Background: an optimization exercise with open tools, aiming at small area. Do not read the settings as production practice.
At most, simulation tests tie the RTL to the original design; equivalence was not proved.
Power is estimated from default activity; no workload was simulated. The clock port is modelled as an ideal driver; clocking choices that lean on that would not hold on a real chip.

Design marlin_codec, start of the top module:
module marlin_codec (
    input  wire        clk,
    input  wire        rst,
    input  wire        rx_valid,
    input  wire [7:0]  rx_byte,
    output wire        rx_result,
    output reg  [3:0]  rx_status,
    output wire [1:0]  msg_kind,
    output wire [15:0] msg_addr,
    output wire [7:0]  msg_bytelen,
    input  wire [7:0]  msg_idx,
    output wire [15:0] msg_word,
    input  wire        tx_req_valid,
    output wire        tx_req_ready,
    input  wire [1:0]  tx_cmd,
    input  wire [15:0] tx_addr,
    input  wire [1:0]  tx_ptype,
    input  wire [31:0] tx_data,
    input  wire        tx_wide,
    input  wire        tx_signed,
    input  wire [8:0]  tx_text_len,
    output wire [7:0]  txt_idx,
    input  wire [7:0]  txt_byte,
    output wire        tx_out_valid,
    input  wire        tx_out_ready,
    output reg  [7:0]  tx_out_byte,
    output reg  [1:0]  tx_status
);
For scale: ~0.026 mm2 of cells after synthesis.
clock: 20.0 ns
lec_check: 0
cap_margin: 20
core_margin: 2
core_utilization: 50
place_density: 0.55
slew_margin: 20
synth_hierarchical: 1
standard.sh (not shown) runs the stock make flow with config.mk's settings and CLKGATE_MAP_FILE= SYNTH_SCRIPT=/design/flow/synth_recipe.tcl, a recipe that flattens the netlist after the stock synthesis.
==> flow/flow/run.sh <==
#!/bin/bash
# Standard ORFS layout with small port buffers and a clock tree without dummy loads.
set -euo pipefail
export BUFFER_PORTS_ARGS="-buffer_cell sky130_fd_sc_hd__buf_1"
export CTS_ARGS="-sink_clustering_enable -repair_clock_nets -dont_use_dummy_load -buf_list sky130_fd_sc_hd__clkbuf_16 -sink_clustering_size 30 -sink_clustering_max_diameter 80"
bash standard.sh > standard.log 2>&1
Edit:
==> flow/flow/run.sh (replaced) <==
#!/bin/bash
# Standard ORFS layout with small port buffers and a clock tree without dummy loads.
set -euo pipefail
export BUFFER_PORTS_ARGS="-buffer_cell sky130_fd_sc_hd__buf_1"
export CTS_ARGS="-sink_clustering_enable -repair_clock_nets -dont_use_dummy_load -buf_list sky130_fd_sc_hd__clkbuf_8 -sink_clustering_size 18 -sink_clustering_max_diameter 60"
bash standard.sh > standard.log 2>&1
Maximum frequency stays flat.
Routed wire length is higher slightly.
Count of clock-buffer cells in the layout increases by 14.
Design area came out lower slightly.
Setup slack gets worse by 16 ps.
Utilization goes down by 0.32 points.
Function was not checked in any run of this note: the RTL went through the layout flow alone.

========
Another version of the RTL of marlin_codec (not shown whole).
Size: ~1700 cells after synthesis, about 610 flip-flops, ~160 I/O pins.
Settings: LEC_CHECK=0, CAP_MARGIN=20, CORE_MARGIN=2, CORE_UTILIZATION=62, PLACE_DENSITY=0.68, SLEW_MARGIN=20, SYNTH_HIERARCHICAL=1; clock period 20.0 ns.
==> flow/flow/run.sh <==
#!/bin/bash
# Standard ORFS layout with small port buffers and a clock tree without dummy loads.
set -euo pipefail
export BUFFER_PORTS_ARGS="-buffer_cell sky130_fd_sc_hd__buf_1"
export CTS_ARGS="-sink_clustering_enable -repair_clock_nets -dont_use_dummy_load -buf_list sky130_fd_sc_hd__clkbuf_16 -sink_clustering_size 30 -sink_clustering_max_diameter 80"
bash standard.sh > standard.log 2>&1
The starting point finished with timing, DRC and antenna clean.
Edit:
CORE_UTILIZATION = 50   (was 62)
PLACE_DENSITY = 0.55   (was 0.68)
The changed run finished clean.
Cell area came out higher by 1.1%.
First-iteration DRC count fell by 13%.
Wire length grows by 6.9%.
Hold slack gets better by 0.019 ns.
Synthesized cell count is unchanged.
Synthesized area is unchanged.
Worst setup slack loses 0.12 ns.
Critical path depth came out lower by 1.

========
the previous run:
marlin_codec, a different RTL version from the one above (not shown whole).
Size in the first run: about 2400 cells after synthesis, roughly 600 flip-flops, about 25000 µm² of cells after synthesis.
clock: 20.0 ns
lec_check: 0
cap_margin: 10
core_margin: 2
core_utilization: 65
place_density: 0.78
slew_margin: 10
synth_hierarchical: 1
==> flow/flow/run.sh <==
#!/bin/bash
# Standard ORFS layout with small port buffers and a clock tree without dummy loads.
set -euo pipefail
export BUFFER_PORTS_ARGS="-buffer_cell sky130_fd_sc_hd__buf_1"
export REMOVE_ABC_BUFFERS=1
export CTS_ARGS="-sink_clustering_enable -repair_clock_nets -dont_use_dummy_load -buf_list sky130_fd_sc_hd__clkbuf_16 -sink_clustering_size 30 -sink_clustering_max_diameter 80"
bash standard.sh > standard.log 2>&1
Relative to the previous run, the following input files were edited for the current run:
--- a/flow/config.mk
+++ b/flow/config.mk
@@ -9,4 +9,4 @@
 export CORE_MARGIN = 2
-export CORE_UTILIZATION = 65
-export PLACE_DENSITY = 0.78
+export CORE_UTILIZATION = 56
+export PLACE_DENSITY = 0.68
 export SLEW_MARGIN = 10
Results
The final layouts of the previous run and the current run pass the timing, DRC and antenna checks.
Compared the current run vs the previous run, and routed wire length is up in the current run.
Against the previous run, power in the current run came out worse.
In the current run, the average vias per placed instance came out 2.7% below the value in the previous run.
Diff the previous run -> the current run: maximum frequency shows an increase of about 0.75%, proportion of power drawn by combinational gates shows an increase of 0.4 points.

========
marlin_codec, a different RTL version from the one above (not shown whole).
Size in the first run: ~600 flip-flops, roughly 160 I/O pins.
Settings: LEC_CHECK=0, CAP_MARGIN=10, CORE_MARGIN=2, CORE_UTILIZATION=62, PLACE_DENSITY=0.68, SLEW_MARGIN=10, SYNTH_HIERARCHICAL=1; clock period 20.0 ns.
==> flow/flow/run.sh <==
#!/bin/bash
# Standard ORFS layout with small port buffers and a clock tree without dummy loads.
set -euo pipefail
export BUFFER_PORTS_ARGS="-buffer_cell sky130_fd_sc_hd__buf_1"
export CTS_ARGS="-sink_clustering_enable -repair_clock_nets -dont_use_dummy_load -buf_list sky130_fd_sc_hd__clkbuf_16 -sink_clustering_size 30 -sink_clustering_max_diameter 80"
bash standard.sh > standard.log 2>&1
The starting point passed the timing, DRC and antenna checks.
Rerun with:
==> flow/flow/run.sh (replaced) <==
#!/bin/bash
# Standard ORFS layout with small port buffers and a clock tree without dummy loads.
set -euo pipefail
export BUFFER_PORTS_ARGS="-buffer_cell sky130_fd_sc_hd__buf_1"
export CTS_ARGS="-sink_clustering_enable -repair_clock_nets -dont_use_dummy_load -buf_list sky130_fd_sc_hd__clkbuf_16 -sink_clustering_size 36 -sink_clustering_max_diameter 90"
bash standard.sh > standard.log 2>&1
Result: Fmax stays flat. Count of clock-buffer cells in the layout shrinks by 5. Global-route usage shrinks by 0.18 points. Sequential power hardly moves. Flip-flop and latch count is unchanged. Non-clock buffer count shrinks by 1. Worst setup slack gets worse by 0.020 ns. Power shrinks by about 2.2%. Wire length shrinks by 0.51%. Synthesized cell count is unchanged. Sequential share of layout area grows by 0.32 points.
Rerun with:
==> flow/flow/run.sh (replaced) <==
#!/bin/bash
# Standard ORFS layout with small port buffers and a clock tree without dummy loads.
set -euo pipefail
export BUFFER_PORTS_ARGS="-buffer_cell sky130_fd_sc_hd__buf_1"
export CTS_ARGS="-sink_clustering_enable -repair_clock_nets -dont_use_dummy_load -buf_list sky130_fd_sc_hd__clkbuf_16 -sink_clustering_size 30 -sink_clustering_max_diameter 80"
bash standard.sh > standard.log 2>&1
- CAP_MARGIN: 10 -> 20
- SLEW_MARGIN: 10 -> 20
Outcome:
- first-iteration DRC count went up by 3.1%
- design area is higher by 0.69%
- worst hold slack is about the same
- setup slack gets better by 0.16 ns
- wire length barely changes
- non-clock buffer count is higher by 2
Rerun with:
==> flow/flow/run.sh (replaced) <==
#!/bin/bash
# Standard ORFS layout with small port buffers and a clock tree without dummy loads.
set -euo pipefail
export BUFFER_PORTS_ARGS="-buffer_cell sky130_fd_sc_hd__buf_1"
export CTS_ARGS="-sink_clustering_enable -repair_clock_nets -dont_use_dummy_load -buf_list sky130_fd_sc_hd__clkbuf_16 -sink_clustering_size 33 -sink_clustering_max_diameter 80"
bash standard.sh > standard.log 2>&1
- CAP_MARGIN: 20 -> 10
- CORE_UTILIZATION: 62 -> 58
- PLACE_DENSITY: 0.68 -> 0.65
- SLEW_MARGIN: 20 -> 10
The new run produced a clean layout.
Design area hardly moves.
Sequential power is about the same.
Critical path depth went down by 2.
First-iteration DRC count is higher by 3.9%.
Clock power rises by about 0.8%.
Routed wire length came out higher by 1.6%.
Synthesized cell count is unchanged.
Via count rose by 0.57%.
Global-route usage shrinks by 1.8 points.
Clock-buffer cell count stays the same.
Rerun with:
==> flow/flow/run.sh (replaced) <==
#!/bin/bash
# Standard ORFS layout with small port buffers and a clock tree without dummy loads.
set -euo pipefail
export BUFFER_PORTS_ARGS="-buffer_cell sky130_fd_sc_hd__buf_1"
export CTS_ARGS="-sink_clustering_enable -repair_clock_nets -dont_use_dummy_load -buf_list sky130_fd_sc_hd__clkbuf_16 -sink_clustering_size 30 -sink_clustering_max_diameter 80"
bash standard.sh > standard.log 2>&1
- CAP_MARGIN: 10 -> 20
- CORE_UTILIZATION: 58 -> 66
- GPL_TIMING_DRIVEN: not set -> 0
- PLACE_DENSITY: 0.65 -> 0.72
- SLEW_MARGIN: 10 -> 20
Routed wire length drops by a few percent.
Power hardly moves.
Final cell count is about the same.
Critical path depth stays the same.
Fmax drops by a few percent.
Via count climbs slightly.

what the ideal ports hide:
No port has a modelled driver above. Below, the same layouts with a new extraction and two added sets of constraints.
Step 1 assumes that a clkbuf_16 drives the clock port and a buf_2 every other input.
Step 2 adds t to the input delays and takes it off the output delays; t is the mean of the earliest and latest rising clock arrival at the registers after step 1. Input paths then give back, and output paths get back, about the clock's delay inside the block.
Slacks: ideal ports / drivers / drivers and shift; pairs: ideal ports / drivers.
run | t, ns | setup slack, ns | worst hold slack (ns) | slew at the worst register clock pin (ns)
the first run of note 1 | 0.671 | 7.808 / 7.755 / 7.755 | 0.524 / 0.524 / 0.524 | 0.11 / 0.11
the second run of note 1 | 0.706 | 7.791 / 7.747 / 7.747 | 0.517 / 0.517 / 0.517 | 0.12 / 0.12
the first run of note 2 | 0.641 | 7.681 / 7.612 / 7.612 | 0.489 / 0.489 / 0.489 | 0.11 / 0.11
the second run of note 2 | 0.604 | 7.557 / 7.480 / 7.480 | 0.508 / 0.508 / 0.508 | 0.11 / 0.11
the previous run | 0.653 | 7.319 / 7.293 / 7.293 | 0.474 / 0.474 / 0.474 | 0.12 / 0.12
the current run | 0.663 | 7.414 / 7.377 / 7.377 | 0.478 / 0.478 / 0.478 | 0.12 / 0.12
the first run of note 4 | 0.648 | 7.611 / 7.584 / 7.584 | 0.489 / 0.489 / 0.489 | 0.12 / 0.12
the second run of note 4 | 0.618 | 7.591 / 7.564 / 7.564 | 0.488 / 0.488 / 0.488 | 0.12 / 0.12
the third run of note 4 | 0.637 | 7.750 / 7.691 / 7.691 | 0.487 / 0.487 / 0.487 | 0.11 / 0.11
the fourth run of note 4 | 0.653 | 7.460 / 7.378 / 7.378 | 0.484 / 0.484 / 0.484 | 0.11 / 0.11
the fifth run of note 4 | 0.641 | 6.992 / 6.965 / 6.965 | 0.471 / 0.471 / 0.471 | 0.11 / 0.11
After both steps setup and hold are still met in every run listed. The setup slack of the fourth run of note 4, which loses most, moves by -0.082 ns with the drivers and by -0.082 ns with both steps.
